From an optimization exercise on the open Yosys and OpenROAD flow, aimed at a short achievable clock period and few clock cycles; shortcuts taken in it are not production practice.
Function was checked by simulation only, so behaviour that the tests miss may differ from the original.
Power and IR drop assume default switching activity.

### flow/run.sh
#!/bin/bash
# synth_recipe.tcl (not shown) runs the flow's synth.tcl, then flattens the netlist and writes it again
# the make line also repeats each setting of config.mk as NAME=value (left out here)
make -C /OpenROAD-flow-scripts/flow DESIGN_CONFIG=/design/flow/config.mk WORK_HOME=/design/flow/orfs CLKGATE_MAP_FILE= SYNTH_SCRIPT=/design/flow/synth_recipe.tcl finish
### flow/config.mk
export PLATFORM = sky130hd
export DESIGN_NAME = cpu8_core
export DESIGN_NICKNAME = cpu8_core
export VERILOG_FILES = /design/flow/design.v
export SDC_FILE = /design/flow/constraint.sdc
export NUM_CORES = 4
export LEC_CHECK = 0
export CAP_MARGIN = 20
export CORE_MARGIN = 2
export CORE_UTILIZATION = 40
export PLACE_DENSITY = 0.6
export SLEW_MARGIN = 20
### flow/constraint.sdc
create_clock -name core_clock -period 10.0 [get_ports {clk}]
set_input_delay 2.0000 -clock core_clock [delete_from_list [all_inputs] [get_ports {clk}]]
set_output_delay 2.0000 -clock core_clock [all_outputs]
set_load 0.01 [all_outputs]
### flow/design.v
module cpu8_core (
    input  wire       clk,
    input  wire       rst,           
    input  wire       host_we,
    input  wire       host_sel,      
    input  wire [7:0] host_addr,
    input  wire [7:0] host_wdata,
    output wire [7:0] host_rdata,    
    input  wire       start,
    input  wire [5:0] prog_len,      
    output wire       in_req,
    input  wire       in_valid,
    input  wire       in_eof,
    input  wire [7:0] in_data,
    output wire [1:0] status,        
    output wire [2:0] err_kind,
    output wire [7:0] err_pc,
    output wire       err_op_valid,
    output wire [7:0] err_opcode,
    output wire [7:0] err_detail,
    output wire [7:0] pc_o,
    output wire [7:0] reg_a,
    output wire [7:0] reg_b,
    output wire [7:0] reg_c,
    output wire [7:0] reg_d,
    output wire [7:0] reg_e,
    output wire       flag_c,
    output wire       flag_z,
    output wire       flag_v,
    output wire       flag_n,
    output wire       ev_valid,
    output wire [7:0] ev_iaddr,
    output wire [7:0] ev_opcode
);
    localparam IMAGE_MAX    = 50;
    localparam MEM_SIZE     = 100;
    localparam SCRATCH_ADDR = 10;
    localparam S_IDLE   = 3'd0;
    localparam S_FETCH  = 3'd1;
    localparam S_DECODE = 3'd2;
    localparam S_OPER2  = 3'd3;
    localparam S_EXEC   = 3'd4;
    localparam S_HALTED = 3'd5;
    localparam S_FAULTED= 3'd6;
    localparam E_NONE   = 3'd0;
    localparam E_DECODE = 3'd1;
    localparam E_BOUNDS = 3'd2;
    localparam E_INPUT  = 3'd4;
    localparam OP_ADD   = 8'h00;
    localparam OP_SUB   = 8'h01;
    localparam OP_ADDC  = 8'h02;
    localparam OP_INC   = 8'h03;
    localparam OP_LOAD  = 8'h04;
    localparam OP_READ  = 8'h05;
    localparam OP_STORE = 8'h06;
    localparam OP_SHL   = 8'h07;
    localparam OP_SHR   = 8'h08;
    localparam OP_AND   = 8'h09;
    localparam OP_OR    = 8'h0A;
    localparam OP_XOR   = 8'h0B;
    localparam OP_CPL   = 8'h0C;
    localparam OP_BZ    = 8'h0D;
    localparam OP_BC    = 8'h0E;
    localparam OP_HALT  = 8'h10;
    reg [2:0] st;
    reg [7:0] pc;
    reg [5:0] plen;
    reg [7:0] ir, op1, op2;
    reg [7:0] x [0:4];
    reg       fc, fz, fv, fn;
    reg [7:0] mem  [0:MEM_SIZE-1];
    reg [7:0] prog [0:IMAGE_MAX-1];
    reg [2:0] ekind;
    reg [7:0] epc, eop, edet;
    reg       eopv;
    reg       evv;
    reg [7:0] ev_pc;
    function [11:0] add8;            
        input [7:0] a, b;
        reg   [7:0] m;
        reg   [1:0] s;
        reg   [7:0] r;
        reg         c1;
        begin
            m  = {1'b0, a[6:0]} + {1'b0, b[6:0]};
            c1 = m[7];
            s  = {1'b0, a[7]} + {1'b0, b[7]} + {1'b0, c1};
            r  = {s[0], m[6:0]};
            add8 = {r, s[1], (r == 8'd0), s[1] ^ c1, r[7]};
        end
    endfunction
    function legal_op;
        input [7:0] op;
        legal_op = (op <= 8'h0E) || (op == OP_HALT);
    endfunction
    function is_len3;
        input [7:0] op;
        is_len3 = (op == OP_ADD) || (op == OP_SUB) || (op == OP_ADDC) ||
                  (op == OP_LOAD) || (op == OP_STORE) ||
                  (op == OP_AND) || (op == OP_OR) || (op == OP_XOR);
    endfunction
    function is_rr;
        input [7:0] op;
        is_rr = (op == OP_ADD) || (op == OP_SUB) || (op == OP_ADDC) ||
                (op == OP_AND) || (op == OP_OR) || (op == OP_XOR);
    endfunction
    function sel_ok;
        input [7:0] s;
        sel_ok = (s >= 8'hF0) && (s <= 8'hF4);
    endfunction
    reg  [7:0] prog_addr;
    always @(*) begin
        case (st)
            S_DECODE: prog_addr = pc + 8'd1;
            S_OPER2:  prog_addr = pc + 8'd2;
            default:  prog_addr = pc;
        endcase
    end
    wire [7:0] prog_byte = (prog_addr < IMAGE_MAX) ? prog[prog_addr] : 8'h00;
    wire [2:0] rd_i = op1[2:0];
    wire [2:0] rs_i = op2[2:0];
    wire [7:0] va   = x[rd_i];
    wire [7:0] vb   = x[rs_i];
    wire [7:0] vmem = (op2 < MEM_SIZE) ? mem[op2] : 8'h00;
    wire [7:0]  sub_b = ~vb + 8'd1;
    wire [11:0] sum   = add8(va, (ir == OP_SUB) ? sub_b : vb);
    wire [7:0]  sum_r = sum[11:4];
    reg  [7:0] result;
    always @(*) begin
        case (ir)
            OP_ADD:   result = sum_r;
            OP_SUB:   result = sum_r;
            OP_ADDC:  result = sum_r + {7'd0, fc};
            OP_INC:   result = va + 8'd1;
            OP_LOAD:  result = vmem;
            OP_READ:  result = in_data;
            OP_SHL:   result = {va[6:0], 1'b0};
            OP_SHR:   result = {1'b0, va[7:1]};
            OP_AND:   result = va & vb;
            OP_OR:    result = va | vb;
            OP_XOR:   result = va ^ vb;
            OP_CPL:   result = ~va;
            default:  result = va;
        endcase
    end
    wire is_branch  = (ir == OP_BZ) || (ir == OP_BC);
    wire is_arith   = (ir == OP_ADD) || (ir == OP_SUB) || (ir == OP_ADDC);
    wire writes_reg = !is_branch && (ir != OP_STORE);
    wire taken      = ((ir == OP_BZ) && fz) || ((ir == OP_BC) && fc);
    wire [7:0] len  = is_len3(ir) ? 8'd3 : 8'd2;
    wire bad_sel1   = !is_branch && !sel_ok(op1);
    wire bad_sel2   = is_rr(ir) && !sel_ok(op2);
    wire bad_addr   = ((ir == OP_LOAD) || (ir == OP_STORE)) && (op2 >= MEM_SIZE);
    wire exec_ok    = !bad_sel1 && !bad_sel2 && !bad_addr;
    wire wait_in    = (ir == OP_READ) && !in_valid && !in_eof;
    assign in_req = (st == S_EXEC) && exec_ok && (ir == OP_READ);
    integer i;
    always @(posedge clk) begin
        if (rst) begin
            st    <= S_IDLE;
            pc    <= 8'd0;
            plen  <= 6'd0;
            fc    <= 1'b0;
            fz    <= 1'b0;
            fv    <= 1'b0;
            fn    <= 1'b0;
            ekind <= E_NONE;
            epc   <= 8'd0;
            eop   <= 8'd0;
            eopv  <= 1'b0;
            edet  <= 8'd0;
            evv   <= 1'b0;
            ev_pc <= 8'd0;
            for (i = 0; i < 5; i = i + 1)
                x[i] <= 8'd0;
            for (i = 0; i < MEM_SIZE; i = i + 1)
                mem[i] <= 8'd0;
        end else begin
            evv <= 1'b0;
            case (st)
                S_IDLE: begin
                    if (host_we) begin
                        if (host_sel && host_addr < IMAGE_MAX)
                            prog[host_addr] <= host_wdata;
                        if (!host_sel && host_addr < MEM_SIZE)
                            mem[host_addr] <= host_wdata;
                    end
                    if (start) begin
                        plen <= prog_len;
                        st   <= S_FETCH;
                    end
                end
                S_FETCH: begin
                    if (pc >= {2'b00, plen}) begin
                        st    <= S_FAULTED;
                        ekind <= E_BOUNDS;
                        epc   <= pc;
                        eopv  <= 1'b0;
                        eop   <= 8'd0;
                        edet  <= pc;
                    end else begin
                        ir <= prog_byte;
                        st <= S_DECODE;
                    end
                end
                S_DECODE: begin
                    if (!legal_op(ir)) begin
                        st    <= S_FAULTED;
                        ekind <= E_DECODE;
                        epc   <= pc;
                        eopv  <= 1'b1;
                        eop   <= ir;
                        edet  <= ir;
                    end else if (ir == OP_HALT) begin
                        st    <= S_HALTED;
                        evv   <= 1'b1;
                        ev_pc <= pc;
                    end else if (pc + 8'd1 >= {2'b00, plen}) begin
                        st    <= S_FAULTED;
                        ekind <= E_BOUNDS;
                        epc   <= pc;
                        eopv  <= 1'b1;
                        eop   <= ir;
                        edet  <= pc + 8'd1;
                    end else begin
                        op1 <= prog_byte;
                        st  <= is_len3(ir) ? S_OPER2 : S_EXEC;
                    end
                end
                S_OPER2: begin
                    if (pc + 8'd2 >= {2'b00, plen}) begin
                        st    <= S_FAULTED;
                        ekind <= E_BOUNDS;
                        epc   <= pc;
                        eopv  <= 1'b1;
                        eop   <= ir;
                        edet  <= pc + 8'd2;
                    end else begin
                        op2 <= prog_byte;
                        st  <= S_EXEC;
                    end
                end
                S_EXEC: begin
                    if (bad_sel1 || bad_sel2) begin
                        st    <= S_FAULTED;
                        ekind <= E_DECODE;
                        epc   <= pc;
                        eopv  <= 1'b1;
                        eop   <= ir;
                        edet  <= bad_sel1 ? op1 : op2;
                    end else if (bad_addr) begin
                        st    <= S_FAULTED;
                        ekind <= E_BOUNDS;
                        epc   <= pc;
                        eopv  <= 1'b1;
                        eop   <= ir;
                        edet  <= op2;
                    end else if ((ir == OP_READ) && !in_valid && in_eof) begin
                        st    <= S_FAULTED;
                        ekind <= E_INPUT;
                        epc   <= pc;
                        eopv  <= 1'b1;
                        eop   <= ir;
                        edet  <= 8'd0;
                    end else if (!wait_in) begin
                        if (writes_reg)
                            x[rd_i] <= result;
                        if (ir == OP_STORE)
                            mem[op2] <= va;
                        if (is_arith) begin
                            mem[SCRATCH_ADDR] <= sum_r;
                            fc <= sum[3];
                            fz <= sum[2];
                            fv <= sum[1];
                            fn <= sum[0];
                        end
                        pc    <= taken ? op1 : pc + len;
                        evv   <= 1'b1;
                        ev_pc <= pc;
                        st    <= S_FETCH;
                    end
                end
                default: ;   
            endcase
        end
    end
    assign host_rdata   = (host_addr < MEM_SIZE) ? mem[host_addr] : 8'h00;
    assign status       = (st == S_IDLE)    ? 2'd0 :
                          (st == S_HALTED)  ? 2'd2 :
                          (st == S_FAULTED) ? 2'd3 : 2'd1;
    assign err_kind     = ekind;
    assign err_pc       = epc;
    assign err_op_valid = eopv;
    assign err_opcode   = eop;
    assign err_detail   = edet;
    assign pc_o   = pc;
    assign reg_a  = x[0];
    assign reg_b  = x[1];
    assign reg_c  = x[2];
    assign reg_d  = x[3];
    assign reg_e  = x[4];
    assign flag_c = fc;
    assign flag_z = fz;
    assign flag_v = fv;
    assign flag_n = fn;
    assign ev_valid  = evv;
    assign ev_iaddr  = ev_pc;
    assign ev_opcode = ir;
endmodule
==> reports/results.tsv <==
stage	metric	value	unit
critical_path	worstReg2RegEnd	x[5][7]	
global_routing	grt_pass1_vias	53040	
critical_path	worst-endpoint-required	8000	ps
synth	post-synth-top-count-cell	edfxtp_1	
sta	worst_slew_margin_rel	11.12	%
floorplanning	dieWidth	445.8	um
sta	period_share	86.51	%
critical_path	cp_max_fo	55	
clock_network	clk_root_buffer_cell	clkbuf_16	
placed_design	place.port_buffers	144	
critical_path	timing.reg2reg.setup_slack	3610	ps
global_routing	globalRoute.totalOverflow	0	
clock_network	clk_latency	850	ps
synth	synthesized_area_fraction_occupied_by_ao_oa_aoi_and_oai_cells	9.334	%
clock_network	cts_setup_buffers	0	
sta	setup_slack	1349	ps
sta	final_period_demand_of_the_worst_path	8651	ps
synth	synth_seq_cells	1580	
floorplanning	floorplan.die_area	0.1987	mm^2
synth	postSynthAreaPerCell	13.51	um^2
floorplanning	initial_utilization	40.16	%
critical_path	rr_worst_depth	17	
global_routing	grt_antenna_before_repair	16	
synth	synthesized_cell_area	0.07806	mm^2
critical_path	timing.critical_path.slowest_stage_cell	o21ai_0	
detailed_routing	vias	55610	
layout	fillerInstances	17200	
outcome	outcome	complete, no violations	
synth	synthArstFlopShare	0	%
sta	hold_ws	478.0	ps
floorplanning	row_count	162	
layout	stdcell_area	0.08864	mm^2
clock_network	clkSlewWorstSetupHoldPaths	60	ps
sta	finalClockSkew	36.96	ps
layout	layout-area-overhead-vs-synth	13.55	%
critical_path	path_cells	buf_6, and3_4, buf_4, a221oi_1, and3_1, o21ai_0, nor4_1, o21bai_1, and4b_1, clkdlybuf4s50_1	
clock_network	clock_tree_from_tritoncts	done	
pwr	power_density	189.1	mW/mm^2
detailed_routing	routed_wire_length_per_instance	31.49	um
hold_path	holdCritStartpoint	eop[2]	
synth	synth-simple-area-share	10.09	%
synth	number_of_enable_flip_flop_cells_after_synthesis	1512	
sta	slew_of_the_pin_with_the_lowest_slew_margin	1333	ps
critical_path	start_kind	input pin	
sta	achievable-frequency	0.1156	GHz
hold_path	endpoint_with_the_worst_hold_slack	eop[2]	
floorplanning	die_height	445.8	um
critical_path	crit_type	input pin to output pin	
sta	timing.setup.tns	0	ps
placed_design	dpl_cell_area	0.08310	mm^2
detailed_routing	drtAntennaViolNets	0	
pwr	vdd_ir_drop_max	0.1810	mV
critical_path	critical_path_arrival	6650	ps
global_routing	grt_start_max_net_pins	127	
detailed_routing	drt_drc_violations_left	0	
global_routing	global_route_total_usage_across_every_layer	27.19	%
clock_network	clock_sink_count	1580	
synth	commonest_cells_in_the_synthesized_netlist	1512 x edfxtp_1, 1068 x nor2_1, 434 x mux4_2, 287 x nand2_1, 265 x mux2i_1	
placed_design	place.gp.congestion	0.9711	
synth	synth_xor_area_share	0.3478	%
synth	synth_top_cell_by_area	edfxtp_1	
floorplanning	pin_count	145	
synth	synth_top_family_by_area	multiplexers	
pwr	cellLeakagePower	30.62	nW
synth	synth-main-ff-cell	edfxtp_1	
placed_design	pre_cts_slack	1568	ps
layout	final_nets	6119	
placed_design	place.detailed.hpwl	184600	um
detailed_routing	drt-vias-per-instance	6.383	
synth	synth_area_in_adders	0.8207	%
clock_network	post_cts.resized_instances	0	
synth	synth_top_cell_area_share	58.17	%
synth	post_synth_mux_area_share	16.60	%
synth	synth-seq-area-share	59.91	%
synth	postSynthCellCount	5777	
detailed_routing	totalWireLength	274400	um
sta	final_hold_violating_endpoints	0	
critical_path	end_kind	output pin	
synth	synth-warning-count	1	
sta	grt_setup_unrepaired	no	
synth	synth.distinct_cells	93	
clock_network	cts_htree_levels	4	
sta	finalMaxSlewViolations	0	
critical_path	slowest_delay	880	ps
hold_path	min_path_cells	2	
clock_network	buffer_levels_on_the_longest_clock_path	3	
global_routing	grt_first_pass_wirelength	390700	um
clock_network	postCtsHoldBufs	0	
flow_run	maxcap_violations	0	
detailed_routing	detail_route.first_pass.iterations	9	
synth	synth_top_cells_by_area	edfxtp_1 58%, mux4_2 13%, nor2_1 5.1%, mux2i_1 3.4%, a22oi_1 2.0%	
clock_network	numCtsBuffers	167	
layout	drive_gt1_share	15.61	%
hold_path	min_path_type	flip-flop to flip-flop	
floorplanning	core_area	0.1944	mm^2
detailed_routing	dr.first_iter.drc_count	8722	
sta	setup_violations	0	
==> stage by stage <==
| stage | utilization, % | power, mW | instances |
|---|---|---|---|
| floorplan | - | 9.489 | 6024 |
| global placement | 42.73 | 10.48 | 8404 |
| detailed placement | 42.75 | 10.50 | 8405 |
| CTS | 45.58 | 16.76 | 8705 |
| global route | 45.60 | 17.20 | 8710 |
| finish | 45.60 | 16.76 | 8712 |
==> routing by layer <==
| metal | global-route usage [%] | part of all wire [%] | up-vias |
|---|---|---|---|
| li1 | - | - | 22830 |
| met1 | 37.12 | 38 | 28160 |
| met2 | 40.85 | 45 | 3899 |
| met3 | 6.282 | 12 | 708 |
| met4 | 13.44 | 5.4 | 10 |
| met5 | 0 | 0.024 | - |
==> cell usage in the layout, fill, tap and decap left out, types with 24 or more instances in the layout <==
| cell type | instances |
|---|---|
| o211ai_1 | 24 |
| clkbuf_16 | 172 |
| a31oi_1 | 56 |
| dfxtp_1 | 63 |
| ha_1 | 48 |
| conb_1 | 248 |
| nand2_1 | 286 |
| a21oi_1 | 174 |
| mux2_2 | 45 |
| buf_4 | 140 |
| edfxtp_1 | 1512 |
| o21ai_1 | 27 |
| nand2b_1 | 139 |
| a22oi_1 | 205 |
| clkbuf_1 | 35 |
| nand3_1 | 109 |
| clkdlybuf4s50_1 | 129 |
| inv_1 | 66 |
| nor2_1 | 1062 |
| a22o_1 | 82 |
| o21ai_0 | 117 |
| clkinv_1 | 33 |
| nor3_1 | 35 |
| a221oi_1 | 116 |
| mux4_2 | 434 |
| o22ai_1 | 33 |
| mux2i_1 | 265 |
| nand4_1 | 41 |
==> report_power, final <==
group | switching, mW | internal (mW) | total [mW]
sequential | 0.199 | 7.51 | 7.71
combinational | 1.71 | 1.00 | 2.72
clock | 2.71 | 3.62 | 6.33
==> flip-flops by register name, indices dropped and copies added (netlist names), 3 cells and up, named ones only <==
register  flops
mem        1024
prog        400
x            64
edet          8
eop           8
epc           8
ev_pc         8
ir            8
op1           8
op2           8
pc            8
plen          6
ekind         3
st            3
==> logic make-up (layout without fill, tap and decap cells) <==
kind of cell / Yosys count / after routing
compound gates: 1033 / 1033
xor+xnor: 31 / 31
fa+ha+maj: 50 / 50
buf+inv: 524 / 663
flops: 1580 / 1580
mux: 746 / 746
other cells: 1 / 255
simple gates: 1812 / 1812
==> area by class of cell <==
cell class	instances	area (um^2)	share of cell area, %
multi-input cells	3920	30230	34.10
clock buffers	210	4477	5.051
flip-flops and latches	1580	46780	52.78
clock inverters	90	1025	1.156
inverters	69	259.0	0.2922
diodes	7	17.52	0.01976
repair buffers	294	2669	3.011
well taps	2542	3181	3.588
==> worst max path at each step <==
stage,slack (ps),depth (start not counted),from,to
4_1_cts,1550,11,host_addr[2],host_rdata[0]
2_1_floorplan,3560,12,host_addr[0],host_rdata[5]
6_report,1350,10,host_addr[1],host_rdata[6]
3_3_place_gp,1490,10,host_addr[1],host_rdata[6]
5_1_grt,1310,12,host_addr[1],host_rdata[6]
3_5_place_dp,1570,11,host_addr[2],host_rdata[0]
==> worst max-delay path, delay by kind of cell <==
kind            cells  cell delay, ps
simple gates        4            1570
buf+inv             3            1690
compound gates      3            1240
Testbench counts, summed over its fixed seeds: cycles 42,421.

==> what the ideal ports hide <==
The results above use ideal ports. As a check the final layout listed here was re-extracted and re-timed, cells and wires unchanged.
Step 1: set_driving_cell puts a clkbuf_16 on clk and a buf_2 on each other input, an assumption about the parent block.
Step 2 moves the port delays by t, midway between the first and last clock arrival at a register: inputs arrive t later, outputs are due t later. That takes back most of the time a late clock gives input paths.
Three values: no drivers, after step 1, after step 2; two values: the first two.
t, ns: 0.927
setup WS [ns]: 1.349 / 1.307 / 1.307
hold WS [ns]: 0.478 / 0.478 / 0.478
worst slew at a driven data input, ns: 0.14
After both steps setup and hold are still met in this run. The setup slack of this run moves by -0.042 ns with the drivers and by -0.042 ns with both steps.
